From an optimization exercise on the open Yosys and OpenROAD flow, aimed at small area, a short achievable clock period and few clock cycles per item; shortcuts taken in it are not production practice.
The RTL was checked by simulation tests, not by an equivalence proof against the original design.
No activity file was given, so power comes from the tool's default toggle rates.

== epsilon ==
==> flow/design.v (excerpt) <==
module iar_stream_codec (
    input  wire        clk,
    input  wire        rst,
    input  wire        cmd_valid,
    output wire        cmd_ready,
    input  wire [31:0] cmd_word,
    input  wire [31:0] cmd_a0,
    input  wire [31:0] cmd_a1,
    input  wire [71:0] cmd_data,
    input  wire [3:0]  cmd_len,
    output reg         rsp_valid,
    output wire [7:0]  rsp_status,
    output reg  [31:0] rsp_r0,
    output wire [31:0] rsp_r1,
    output wire [71:0] rsp_out,
    output wire [3:0]  rsp_len
);
For scale: roughly 840 flip-flops, ~330 I/O pins, ~0.082 sq mm of cells after synthesis.
Settings: LEC_CHECK=0, ABC_AREA=1, CAP_MARGIN=20, CORE_MARGIN=2, CORE_UTILIZATION=40, PLACE_DENSITY=0.5, SLEW_MARGIN=20; clock period 40.0 ns.
standard.sh (not shown) runs the stock make flow with config.mk's settings and CLKGATE_MAP_FILE= SYNTH_SCRIPT=/design/flow/synth_recipe.tcl, a recipe that flattens the netlist after the stock synthesis.
==> flow/flow/run.sh <==
#!/bin/bash
# The standard layout (the standard.sh: standard synthesis, floorplan,
# placement, CTS, routing, finish), with timing repair asked to leave this
# much setup slack at the design's clock period, so that it also works on
# paths that already meet the clock. Its full output goes to standard.log.
set -e
export SETUP_SLACK_MARGIN=25
bash standard.sh > standard.log 2>&1
epsilon closes out successfully: all stages finished, all timing, DRC and antenna checks passed.
Testbench counts of epsilon, summed over its fixed seeds: cycles 6,510, items 3,872.
Here is what was changed in the inputs of delta compared with epsilon.
- a change of PLACE_DENSITY from 0.5 to 0.4
- a change of CORE_UTILIZATION from 40 to 30
diff --git a/flow/flow/run.sh b/flow/flow/run.sh
--- a/flow/flow/run.sh
+++ b/flow/flow/run.sh
@@ -6,3 +6,3 @@
 set -e
-export SETUP_SLACK_MARGIN=25
+export SETUP_SLACK_MARGIN=28
 bash standard.sh > standard.log 2>&1
==> notes.md <==
delta: done, clean on timing, DRC and antenna
Summary of delta over epsilon: non-clock buffer instance count of the final layout saw an increase, design area saw an increase, standby leakage power saw an increase, initial cell density of the core saw a decrease, total power saw an increase.
In the tables for epsilon and delta, switching power summed over all nets reads lower with epsilon.
Summary: overall via count from detail_route, delta worse than epsilon
In delta the routed wire length turned out 12% higher than in epsilon.
The post-placement setup slack reported for delta is greater than that of epsilon by 1.90 ns.
delta vs. epsilon: buffer and inverter count on the worst path fell about 13%; growth of design area from synthesis to finish went up by 14 points.

========
main:
iar_stream_codec, a different RTL version from the one above (not shown whole).
For scale: roughly 840 flip-flops, ~82000 um2 of cells after synthesis.
clock: 40.0 ns
lec_check: 0
abc_area: 1
cap_margin: 20
core_margin: 2
core_utilization: 30
place_density: 0.4
slew_margin: 20
run.sh (not shown) runs the stock make flow with config.mk's settings and CLKGATE_MAP_FILE= SYNTH_SCRIPT=/design/flow/synth_recipe.tcl, a recipe that flattens the netlist after the stock synthesis.
Stock flow here: none of the scripts above is used.
main finished every stage and its layout cleared the timing, design-rule and antenna checks.
Testbench counts of main, summed over its fixed seeds: cycles 6,502, items 3,872.
The following lists how the feature branch was set up differently from main:
==> flow/flow/run.sh (new file) <==
#!/bin/bash
# The standard layout (the standard.sh: standard synthesis, floorplan,
# placement, CTS, routing, finish), with timing repair asked to leave this
# much setup slack at the design's clock period, so that it also works on
# paths that already meet the clock. Its full output goes to standard.log.
set -e
export SETUP_SLACK_MARGIN=20
bash standard.sh > standard.log 2>&1
==> flow/standard.sh (new file) <==
#!/bin/bash
# synth_recipe.tcl (not shown) runs the flow's synth.tcl, then flattens the netlist and writes it again
# the make line also repeats each setting of config.mk as NAME=value (left out here)
make -C /OpenROAD-flow-scripts/flow DESIGN_CONFIG=/design/flow/config.mk WORK_HOME=/design/flow/orfs CLKGATE_MAP_FILE= SYNTH_SCRIPT=/design/flow/synth_recipe.tcl "${@:-finish}"
removed: flow/run.sh
==> comparison <==
- Relative to main, portion of total power attributed to sequential cells decreased by 0.2 points in the feature branch.
- Total wirelength of the detailed-routed design sits higher in the feature branch than in main.
- Status: final standard cell count with taps included and fillers excluded parity (the feature branch, main)
- Taking main as the reference, in the feature branch least setup slack across all paths after layout grew by 4.31 ns; proportion of cell area occupied by multi-input gates held steady.
- The feature branch vs main — sequential share of layout area dropped 0.19 points.
- Re maximum fanout count along the critical path: the feature branch is 21 down on main.

port drivers added, routing unchanged:
The flow's constraints put no driver on any port. The routed layouts listed below were extracted and timed again, unchanged, in two steps. Step 1, drivers: a clkbuf_16 drives clk and a buf_2 each remaining input, both assumed. Step 2 times the ports against the registers' clock, not the clock port: input delays grow and output delays shrink by t, the midpoint of the rising clock arrivals with the driver on. a / b / c = ideal / step 1 / step 2; a / b = the first two.
run	shift t [ns]	slack for setup (ns)	clock arrival spread, ns
epsilon	0.841	24.999 / 24.999 / 24.999	0.062 / 0.062
delta	0.853	24.927 / 24.927 / 24.927	0.065 / 0.065
main	0.935	16.862 / 16.862 / 16.862	0.093 / 0.092
the feature branch	0.934	21.168 / 21.168 / 21.168	0.094 / 0.094
After both steps setup and hold are still met in every run listed.
